Background: an optimization exercise with open tools, aiming at small area, a short achievable clock period and few clock cycles per item. Do not read the settings as production practice. Function was checked by simulation only, so behaviour that the tests miss may differ from the original. Power is estimated from default activity; no workload was simulated.

== exp/raven ==
Design dither_stream, start of the top module:
module dither_stream (
    input  wire        clk,
    input  wire        rst,
    input  wire        start,
    input  wire        mode,
    input  wire [6:0]  width,
    input  wire [15:0] height,
    output reg         busy,
    input  wire        in_valid,
    output wire        in_ready,
    input  wire [7:0]  in_r,
    input  wire [7:0]  in_g,
    input  wire [7:0]  in_b,
    input  wire [7:0]  in_a,
    output reg         out_valid,
    input  wire        out_ready,
    output wire [7:0]  out_r,
    output wire [7:0]  out_g,
    output wire [7:0]  out_b,
    output wire [7:0]  out_a
);
    integer i;
    reg        mode_r;
    reg [6:0]  w_r;
    reg        w_is1, w_is2, w_is3, w_is4, w_ge3;
    reg        sg28, sg16, sg8, sg4, sg2, sg1;    
    wire [6:0] wm1 = w_r - 7'd1;
    wire [6:0] wm2 = w_r - 7'd2;
    wire [6:0] dl  = (w_r >= 7'd5) ? w_r - 7'd5 : 7'd0;
    wire       dl28 = (dl >= 7'd28);
    wire [6:0] dlr = dl28 ? dl - 7'd28 : dl;
    wire       slow = (w_r < 7'd5);
    always @(posedge clk) begin
        if (!busy) begin
            mode_r <= mode;
            w_r    <= width;
  ...
Size in the first run: ~3500 cells after synthesis, about 950 flip-flops, about 47000 sq um of cells after synthesis.
clock: 32.0 ns
lec_check: 0
cap_margin: 20
core_margin: 2
core_utilization: 65
cts_cluster_diameter: 90
cts_cluster_size: 28
place_density: 0.78
slew_margin: 20
standard.sh (not shown) runs the stock make flow with config.mk's settings and CLKGATE_MAP_FILE= SYNTH_SCRIPT=/design/flow/synth_recipe.tcl, a recipe that flattens the netlist after the stock synthesis.
==> flow/flow/run.sh <==
#!/bin/bash
# Layout flow: the standard synthesis and ORFS flow, with
#  - the timing repair steps (floorplan, CTS, global route) aiming for a
#    setup slack of MARGIN ns instead of 0, so that they size and buffer
#    the critical paths for a shorter period than the design's (the
#    constraints themselves are unchanged);
#  - the port buffers made of buf_2 cells instead of the delay buffers
#    buffer_ports picks by default (every port still gets its buffer).
set -euo pipefail
W=$(pwd)
MARGIN=$(cat "$W/flow/margin.txt")
bash standard.sh synth > "$W/synth.log" 2>&1
make -C "$FLOW_HOME" DESIGN_CONFIG="$W/config.mk" WORK_HOME="$W/orfs" CLKGATE_MAP_FILE= \
    SYNTH_SCRIPT="$W/synth_recipe.tcl" SETUP_SLACK_MARGIN="$MARGIN" \
    BUFFER_PORTS_ARGS="-buffer_cell sky130_fd_sc_hd__buf_2" finish > "$W/layout.log" 2>&1
bash standard.sh finish > "$W/final_def.log" 2>&1
==> flow/flow/margin.txt <==
24
exp/raven ran to completion and came out clean on the timing, design-rule and antenna checks.
Testbench counts of exp/raven, summed over its fixed seeds: cycles 32,928, pixels 32,768.
Input changes introduced in exp/garnet (baseline for comparison: exp/raven):
# exp/raven
export LEC_CHECK = 0
export CAP_MARGIN = 20
export CORE_MARGIN = 2
export CORE_UTILIZATION = 65
export CTS_CLUSTER_DIAMETER = 90
export CTS_CLUSTER_SIZE = 28
export PLACE_DENSITY = 0.78
export SLEW_MARGIN = 20
create_clock -name core_clock -period 32.0 [get_ports {clk}]
# exp/garnet
export LEC_CHECK = 0
export CAP_MARGIN = 20
export CORE_MARGIN = 2
export CORE_UTILIZATION = 55
export CTS_CLUSTER_DIAMETER = 100
export CTS_CLUSTER_SIZE = 30
export SLEW_MARGIN = 20
create_clock -name core_clock -period 32.0 [get_ports {clk}]
==> flow/flow/margin.txt <==
23
## What came out
Compared with exp/raven, in exp/garnet number of cells on the worst hold path held; setup slack of the most critical reg-to-reg path now smaller; sequential cell area level; sequential share of layout area climbed 0.79 points.

* * *

Starting RTL as in the previous note.
clock: 32.0 ns
lec_check: 0
cap_margin: 20
core_margin: 2
core_utilization: 65
cts_cluster_diameter: 80
cts_cluster_size: 25
place_density: 0.78
slew_margin: 20
==> flow/flow/margin.txt <==
24
Scripts as last shown in full above: flow/flow/run.sh
Testbench counts at the start, summed over its fixed seeds: cycles 32,928, pixels 32,768.
Rerun with:
--- a/flow/config.mk
+++ b/flow/config.mk
@@ -9,6 +9,6 @@
 export CORE_MARGIN = 2
-export CORE_UTILIZATION = 65
+export CORE_UTILIZATION = 60
 export CTS_CLUSTER_DIAMETER = 80
 export CTS_CLUSTER_SIZE = 25
-export PLACE_DENSITY = 0.78
+export PLACE_DENSITY = 0.7
 export SLEW_MARGIN = 20
The new run finished with timing, DRC and antenna clean.
Non-clock buffer count rose by 17.
Wire length fell by 4.7%.
Final area rose by 0.78%.
Utilization fell by 5.0 points.
Sequential cell count does not change.
Fmax stays flat.
Rerun with:
==> flow/flow/margin.txt (replaced) <==
23
--- a/flow/config.mk
+++ b/flow/config.mk
@@ -9,6 +9,3 @@
 export CORE_MARGIN = 2
-export CORE_UTILIZATION = 60
-export CTS_CLUSTER_DIAMETER = 80
-export CTS_CLUSTER_SIZE = 25
-export PLACE_DENSITY = 0.7
+export CORE_UTILIZATION = 50
 export SLEW_MARGIN = 20
The changed run produced a clean layout.
Setup slack got worse by 0.66 ns.
Register-to-register slack got worse by 0.71 ns.
Clock-buffer cell count goes up by 42.
Utilization fell by 10 points.
Rerun with:
==> flow/flow/margin.txt (replaced) <==
24
--- a/flow/config.mk
+++ b/flow/config.mk
@@ -9,3 +9,6 @@
 export CORE_MARGIN = 2
-export CORE_UTILIZATION = 50
+export CORE_UTILIZATION = 60
+export CTS_CLUSTER_DIAMETER = 80
+export CTS_CLUSTER_SIZE = 25
+export PLACE_DENSITY = 0.78
 export SLEW_MARGIN = 20
After rerunning: The new run finished clean; power decreases by 10%; area after synthesis stays the same; count of clock-buffer cells in the layout falls by 43; die area is lower by 16%; global-route usage rises by 2.7 points; wire length falls by 4.4%; via count goes up by 0.77%; first-iteration DRC count climbs by 32%; critical path depth drops by 26; clock power decreases by 37%.
Rerun with:
==> flow/flow/margin.txt (replaced) <==
23
--- a/flow/config.mk
+++ b/flow/config.mk
@@ -9,6 +9,5 @@
 export CORE_MARGIN = 2
-export CORE_UTILIZATION = 60
-export CTS_CLUSTER_DIAMETER = 80
-export CTS_CLUSTER_SIZE = 25
-export PLACE_DENSITY = 0.78
+export CORE_UTILIZATION = 50
+export CTS_CLUSTER_DIAMETER = 60
+export CTS_CLUSTER_SIZE = 20
 export SLEW_MARGIN = 20
=>
- sequential power hardly moves
- first-iteration DRC count decreases by 25%
- total power increases by 7.5%

* * *

Starting RTL as in the previous note.
## dither_stream
module dither_stream (
    input  wire        clk,
    input  wire        rst,
    input  wire        start,
    input  wire        mode,
    input  wire [6:0]  width,
    input  wire [15:0] height,
    output reg         busy,
    input  wire        in_valid,
    output wire        in_ready,
    input  wire [7:0]  in_r,
    input  wire [7:0]  in_g,
    input  wire [7:0]  in_b,
    input  wire [7:0]  in_a,
    output reg         out_valid,
    input  wire        out_ready,
    output wire [7:0]  out_r,
    output wire [7:0]  out_g,
    output wire [7:0]  out_b,
    output wire [7:0]  out_a
);
Settings: LEC_CHECK=0, CAP_MARGIN=20, CORE_MARGIN=2, CORE_UTILIZATION=60, CTS_CLUSTER_DIAMETER=80, CTS_CLUSTER_SIZE=25, PLACE_DENSITY=0.7, SLEW_MARGIN=20; clock period 32.0 ns.
==> flow/flow/margin.txt <==
25
Scripts as last shown in full above: flow/flow/run.sh
The first run finished clean.
Testbench counts at the start, summed over its fixed seeds: cycles 32,928, pixels 32,768.
Edit:
==> flow/flow/margin.txt (replaced) <==
24
Settings changed: CORE_UTILIZATION 60 to 70, PLACE_DENSITY 0.7 to 0.85.
Utilization rose by 9.2 points. Setup slack is worse by 0.072 ns. Clock skew is higher by 0.019 ns.
Edit:
==> flow/flow/margin.txt (replaced) <==
23
Settings changed: CORE_UTILIZATION 70 to 60, PLACE_DENSITY 0.85 to 0.7.
First-iteration DRC count decreases by well over a third.
Wire length drops by about a fifth.
Total power went down slightly.
Synthesized area stays the same.
Design area went down slightly.
Setup slack is worse by 0.60 ns.
Register-to-register slack gets worse by 0.60 ns.
Worst hold slack improves by 0.0036 ns.
Global-route usage came out lower by 8.5 points.

[separate check: timing with driven ports]
How much do the figures lean on ideal ports? The routed layouts below were timed once more, with nothing changed but the port constraints. Step 1 assumes that a clkbuf_16 drives the clock port and a buf_2 every other input. Step 2 adds t to the input delays and takes it off the output delays; t is the mean of the earliest and latest rising clock arrival at the registers after step 1. Input paths then give back, and output paths get back, about the clock's delay inside the block. a / b / c = no drivers / after step 1 / after step 2; a / b = the first two.
run	t, ns	setup WS [ns]	pins driven straight from the clock port
exp/raven	0.687	24.129 / 24.063 / 23.555	1
exp/garnet	0.672	23.476 / 23.476 / 23.320	1
the first run of note 2	0.683	24.126 / 24.057 / 23.558	1
the second run of note 2	0.676	24.134 / 24.066 / 23.626	1
the third run of note 2	0.730	23.472 / 23.472 / 23.299	1
the fourth run of note 2	0.698	24.103 / 24.035 / 23.578	1
the fifth run of note 2	0.700	23.534 / 23.534 / 23.340	1
the first run of note 3	0.689	24.133 / 24.133 / 24.133	1
the second run of note 3	0.696	24.061 / 24.061 / 23.517	1
the third run of note 3	0.679	23.465 / 23.465 / 23.341	1
After both steps every run listed still meets setup and hold. The setup slack of exp/raven, which loses most, moves by -0.066 ns with the drivers and by -0.574 ns with both steps.
